Background: an optimization exercise with open tools, aiming at small area, a short achievable clock period and few clock cycles per item. Do not read the settings as production practice. At most, simulation tests tie the RTL to the original design; equivalence was not proved. Power and IR drop assume default switching activity.

Setup of 06-26:
==> flow/design.v <==
module fastpfor_planner (
    input  wire         clk,
    input  wire         rst,
    input  wire         in_valid,
    output wire         in_ready,
    input  wire [127:0] in_data,
    output wire         out_valid,
    input  wire         out_ready,
    output wire [5:0]   out_bw,
    output wire [7:0]   out_cex,
    output wire [5:0]   out_maxb
);
    function [5:0] bitlen;
        input [31:0] v;
        integer i;
        begin
            bitlen = 6'd0;
            for (i = 0; i < 32; i = i + 1)
                if (v[i]) bitlen = i[5:0] + 6'd1;
        end
    endfunction
    function [14:0] add15;
        input [14:0] a, b;
        input        ci;
        reg [15:0] g, p, gg, pp, g2, p2;
        integer i, s;
        begin
            g = {a & b, ci};
            p = {a ^ b, 1'b0};
            gg = g;
            pp = p;
            for (s = 1; s < 16; s = s * 2) begin
                g2 = gg;
                p2 = pp;
                for (i = 0; i < 16; i = i + 1)
                    if ((i / s) % 2 == 1) begin
                        g2[i] = gg[i] | (pp[i] & gg[(i / s) * s - 1]);
                        p2[i] = pp[i] & pp[(i / s) * s - 1];
                    end
                gg = g2;
                pp = p2;
            end
            add15 = p[15:1] ^ gg[14:0];
        end
    endfunction
    localparam S_ACC  = 1'b0;
    localparam S_READ = 1'b1;
    reg        state;
    reg        rfirst;     
    reg        first;      
    reg        clr;        
    reg        rdy;        
    reg [5:0]  abeat;      
    reg [5:0]  mxb;        
    reg [5:0]  mnb;        
    reg [5:0]  sb;         
    reg [5:0]  cm;         
    reg        ov;
    reg [5:0]  maxb;
    reg [5:0]  bestb;
    reg [7:0]  bestc;
    assign in_ready  = rdy;
    assign out_valid = ov;
    assign out_bw    = bestb;
    assign out_cex   = bestc;
    assign out_maxb  = maxb;
    reg [23:0] bl;         
    reg        bv;         
    reg        blast;      
    wire offer = in_valid && rdy;
    wire take  = offer && !rst;
    always @(posedge clk) begin
        bl    <= offer ? {bitlen(in_data[127:96]), bitlen(in_data[95:64]),
                          bitlen(in_data[63:32]),  bitlen(in_data[31:0])} : 24'd0;
        blast <= take && (abeat == 6'd63);
    end
    wire [255:0] cg;
    genvar k;
    generate
        for (k = 0; k < 32; k = k + 1) begin : g_cnt
            reg  [7:0] cnt;
            wire t0 = bl[5:0]   > k;
            wire t1 = bl[11:6]  > k;
            wire t2 = bl[17:12] > k;
            wire t3 = bl[23:18] > k;
            wire [7:0] c = cnt & {8{~clr}};
            wire a0 = c[0] ^ t0 ^ t1;
            wire ca = (c[0] & t0) | (c[0] & t1) | (t0 & t1);
            wire s0 = a0 ^ t2 ^ t3;
            wire cb = (a0 & t2) | (a0 & t3) | (t2 & t3);
            wire s1 = c[1] ^ ca ^ cb;
            wire cc = (c[1] & ca) | (c[1] & cb) | (ca & cb);
            always @(posedge clk)
                cnt <= {c[7] ^ (cc & (&c[6:2])),
                        c[6] ^ (cc & (&c[5:2])),
                        c[5] ^ (cc & (&c[4:2])),
                        c[4] ^ (cc & (&c[3:2])),
                        c[3] ^ (cc & c[2]),
                        c[2] ^ cc,
                        s1, s0};
            assign cg[8*k +: 8] = cnt;
        end
    endgenerate
    wire [5:0] l0 = bl[5:0], l1 = bl[11:6], l2 = bl[17:12], l3 = bl[23:18];
    wire g01 = l0 > l1, g02 = l0 > l2, g03 = l0 > l3;
    wire g12 = l1 > l2, g13 = l1 > l3, g23 = l2 > l3;
    wire q0 = g01 && g02 && g03;
    wire q1 = !g01 && g12 && g13;
    wire q2 = !g02 && !g12 && g23;
    wire q3 = !q0 && !q1 && !q2;
    wire [5:0] bmx = ({6{q0}} & l0) | ({6{q1}} & l1) | ({6{q2}} & l2) | ({6{q3}} & l3);
    wire upx = clr || l0 > mxb || l1 > mxb || l2 > mxb || l3 > mxb;
    wire p0 = !g01 && !g02 && !g03;
    wire p1 = g01 && !g12 && !g13;
    wire p2 = g02 && g12 && !g23;
    wire p3 = !p0 && !p1 && !p2;
    wire [5:0] bmn = ({6{p0}} & l0) | ({6{p1}} & l1) | ({6{p2}} & l2) | ({6{p3}} & l3);
    wire upn = clr || l0 < mnb || l1 < mnb || l2 < mnb || l3 < mnb;
    always @(posedge clk) begin
        if (upx) mxb <= bmx;
        if (bv && upn) mnb <= bmn;
    end
    wire [263:0] cgs   = {cg, 8'd0};
    wire [5:0]   idx   = rfirst ? mxb : sb;     
    wire         any   = (mxb != mnb);          
    wire [5:0]   rem1  = idx - mnb;             
    wire         rlast = !any || (rem1 == 6'd1);   
    wire         go    = (state == S_READ) && !(rfirst && ov);
    wire         start = go && rfirst;
    wire         done  = go && rlast;
    reg        rv, rl;
    reg [7:0]  rc;         
    reg        mv, ml;
    reg [7:0]  mc;
    reg [4:0]  mb;
    reg [14:0] ms, mk;
    reg [13:0] bestcost;   
    reg [14:0] pp0, pp1, pp2, pp3, pp4, pp5, pb;
    reg [14:0] s1a, c1a, s1b, c1b, s2, c2, s3, c3, s4, c4;
    always @(*) begin
        pp0 = {7'd0, rc & {8{cm[0]}}};
        pp1 = {6'd0, rc & {8{cm[1]}}, 1'b0};
        pp2 = {5'd0, rc & {8{cm[2]}}, 2'b0};
        pp3 = {4'd0, rc & {8{cm[3]}}, 3'b0};
        pp4 = {3'd0, rc & {8{cm[4]}}, 4'b0};
        pp5 = {2'd0, rc & {8{cm[5]}}, 5'b0};
        pb  = {2'd0, sb[4:0], 8'd0};
        s1a = pp0 ^ pp1 ^ pp2;
        c1a = {(pp0 & pp1 | pp0 & pp2 | pp1 & pp2), 1'b0};
        s1b = pp3 ^ pp4 ^ pp5;
        c1b = {(pp3 & pp4 | pp3 & pp5 | pp4 & pp5), 1'b0};
        s2  = s1a ^ c1a ^ s1b;
        c2  = {(s1a & c1a | s1a & s1b | c1a & s1b), 1'b0};
        s3  = s2 ^ c2 ^ c1b;
        c3  = {(s2 & c2 | s2 & c1b | c2 & c1b), 1'b0};
        s4  = s3 ^ c3 ^ pb;
        c4  = {(s3 & c3 | s3 & pb | c3 & pb), 1'b0};
    end
    wire [14:0] nb = ~{1'b0, bestcost};
    wire [14:0] dx = ms ^ mk ^ nb;
    wire [14:0] dy = {(ms & mk | ms & nb | mk & nb), 1'b0};
    wire [14:0] dd = add15(dx, dy, 1'b1);
    wire        lt = dd[14];
    wire [14:0] cost = add15(ms, mk, 1'b0);
    always @(posedge clk) begin
        rc <= cgs[8*idx +: 8];
        ms <= s4;
        mk <= c4;
        mc <= rc;
        mb <= sb[4:0];
        if (go) begin
            sb <= idx - 6'd1;
            cm <= rfirst ? 6'd8 : (cm == 6'd8) ? 6'd10 : cm + 6'd1;
        end
        if (start) begin
            maxb     <= mxb;
            bestb    <= mxb;
            bestc    <= 8'd0;
            bestcost <= {mxb, 8'd0};
        end else if (mv && lt) begin
            bestcost <= cost[13:0];
            bestb    <= {1'b0, mb};
            bestc    <= mc;
        end
    end
    reg state_n, first_n, done_n;
    always @(*) begin
        state_n = state;
        if (state == S_ACC) begin
            if (blast) state_n = S_READ;
        end else if (done) begin
            state_n = S_ACC;
        end
        first_n = first;
        if (bv)
            first_n = 1'b0;
        else if (done)
            first_n = 1'b1;
        done_n = (state == S_READ) && go && any && (rem1 == 6'd2);
    end
    always @(posedge clk) begin
        if (rst) begin
            state  <= S_ACC;
            rfirst <= 1'b0;
            first  <= 1'b1;
            clr    <= 1'b1;
            rdy    <= 1'b1;
            abeat  <= 6'd0;
            bv     <= 1'b0;
            ov     <= 1'b0;
            rv     <= 1'b0;
            rl     <= 1'b0;
            mv     <= 1'b0;
            ml     <= 1'b0;
        end else begin
            state  <= state_n;
            rfirst <= (state == S_ACC) ? blast : (rfirst && !go);
            first  <= first_n;
            clr    <= done_n || (state_n == S_ACC && first_n);
            if (take) abeat <= abeat + 6'd1;
            bv     <= take;
            if (state == S_ACC)
                rdy <= !(take && abeat == 6'd63) && !blast;
            else
                rdy <= go && (!any || rem1 <= 6'd3);
            rv <= go && any;
            rl <= rlast;
            mv <= rv;
            ml <= rv && rl;
            if (start && !any)
                ov <= 1'b1;
            else if (mv && ml)
                ov <= 1'b1;
            else if (out_ready)
                ov <= 1'b0;
        end
    end
endmodule
Settings: LEC_CHECK=0, CAP_MARGIN=20, CORE_MARGIN=2, CORE_UTILIZATION=40, CTS_CLUSTER_DIAMETER=100, CTS_CLUSTER_SIZE=25, SLEW_MARGIN=20; clock period 12.0 ns.
standard.sh (not shown) runs the stock make flow with config.mk's settings and CLKGATE_MAP_FILE= SYNTH_SCRIPT=/design/flow/synth_recipe.tcl, a recipe that flattens the netlist after the stock synthesis.
==> flow/flow/run.sh <==
#!/bin/bash
set -euo pipefail
bash standard.sh finish \
    "SETUP_SLACK_MARGIN=${MARGIN:-8.5}" \
    "BUFFER_PORTS_ARGS=-buffer_cell sky130_fd_sc_hd__buf_2" \
    > flow_make.log 2>&1
Testbench counts of 06-26, summed over its fixed seeds: cycles 39,640, blocks 512.
Changes in 12-09 relative to 06-26:
--- a/flow/design.v
+++ b/flow/design.v
@@ -104,18 +104,20 @@
     wire [5:0] l0 = bl[5:0], l1 = bl[11:6], l2 = bl[17:12], l3 = bl[23:18];
     wire g01 = l0 > l1, g02 = l0 > l2, g03 = l0 > l3;
     wire g12 = l1 > l2, g13 = l1 > l3, g23 = l2 > l3;
-    wire q0 = g01 && g02 && g03;
-    wire q1 = !g01 && g12 && g13;
-    wire q2 = !g02 && !g12 && g23;
+    wire q0 = !(l1 > l0) && !(l2 > l0) && !(l3 > l0);
+    wire q1 = (l1 > l0) && !(l2 > l1) && !(l3 > l1);
+    wire q2 = (l2 > l0) && (l2 > l1) && !(l3 > l2);
     wire q3 = !q0 && !q1 && !q2;
     wire [5:0] bmx = ({6{q0}} & l0) | ({6{q1}} & l1) | ({6{q2}} & l2) | ({6{q3}} & l3);
-    wire upx = clr || l0 > mxb || l1 > mxb || l2 > mxb || l3 > mxb;
+    wire upx = clr || (q0 && l0 > mxb) || (q1 && l1 > mxb) ||
+                      (q2 && l2 > mxb) || (q3 && l3 > mxb);
     wire p0 = !g01 && !g02 && !g03;
     wire p1 = g01 && !g12 && !g13;
     wire p2 = g02 && g12 && !g23;
     wire p3 = !p0 && !p1 && !p2;
     wire [5:0] bmn = ({6{p0}} & l0) | ({6{p1}} & l1) | ({6{p2}} & l2) | ({6{p3}} & l3);
-    wire upn = clr || l0 < mnb || l1 < mnb || l2 < mnb || l3 < mnb;
+    wire upn = clr || (p0 && l0 < mnb) || (p1 && l1 < mnb) ||
+                      (p2 && l2 < mnb) || (p3 && l3 < mnb);
     always @(posedge clk) begin
         if (upx) mxb <= bmx;
         if (bv && upn) mnb <= bmn;
==> comparison <==
The final reports for 12-09 and 06-26 show sum of routed wire length over all layers higher in the former.
The higher switching power came out of 12-09.
Taking 06-26 as the reference, in 12-09 share of total power in sequential cells saw a decrease, post-cts resize count decreased 4.
Fmax (12-09 over 06-26): decrease, about 1.7%
06-26 → 12-09: net count after synthesis now sits higher; per-cell via count in the routed design climbed 0.063; non-clock buffer instance count of the final layout has increased; clock power now larger.
Count of clock-buffer cells in the layout: 12-09 vs 06-26 down 1
Summary of the comparison: die area is higher in 12-09, relative to 06-26.
There was hardly any difference in number of setup violations in the final report between 06-26 and 12-09.
06-26 -> 12-09: wire length on met3 increased by more than 10%
No functional check of the RTL was part of 12-09.

-- afterwards: timing with drivers on the ports --
Ports are ideal in the flow. The routed layouts listed here were re-timed in OpenROAD.
Step 1 (the two cells are an assumption about what drives the block):
set clk [get_ports {clk}]
set_driving_cell -lib_cell sky130_fd_sc_hd__clkbuf_16 $clk
set_driving_cell -lib_cell sky130_fd_sc_hd__buf_2 [delete_from_list [all_inputs] $clk]
Step 2 adds t to the input delays and takes it off the output delays; t is the mean of the earliest and latest rising clock arrival at the registers after step 1. Input paths then give back, and output paths get back, about the clock's delay inside the block.
Three values: no drivers, after step 1, after step 2; two values: the first two.
| run | shift t [ns] | slack for setup (ns) | worst data-port slew with drivers (ns) |
|---|---|---|---|
| 06-26 | 0.614 | 8.501 / 8.442 / 8.118 | 0.09 |
| 12-09 | 0.622 | 8.441 / 8.385 / 8.152 | 0.05 |
After both steps every run listed still meets setup and hold. For 06-26, which loses most, drivers alone change the setup slack by -0.059 ns; drivers and shift together by -0.383 ns.
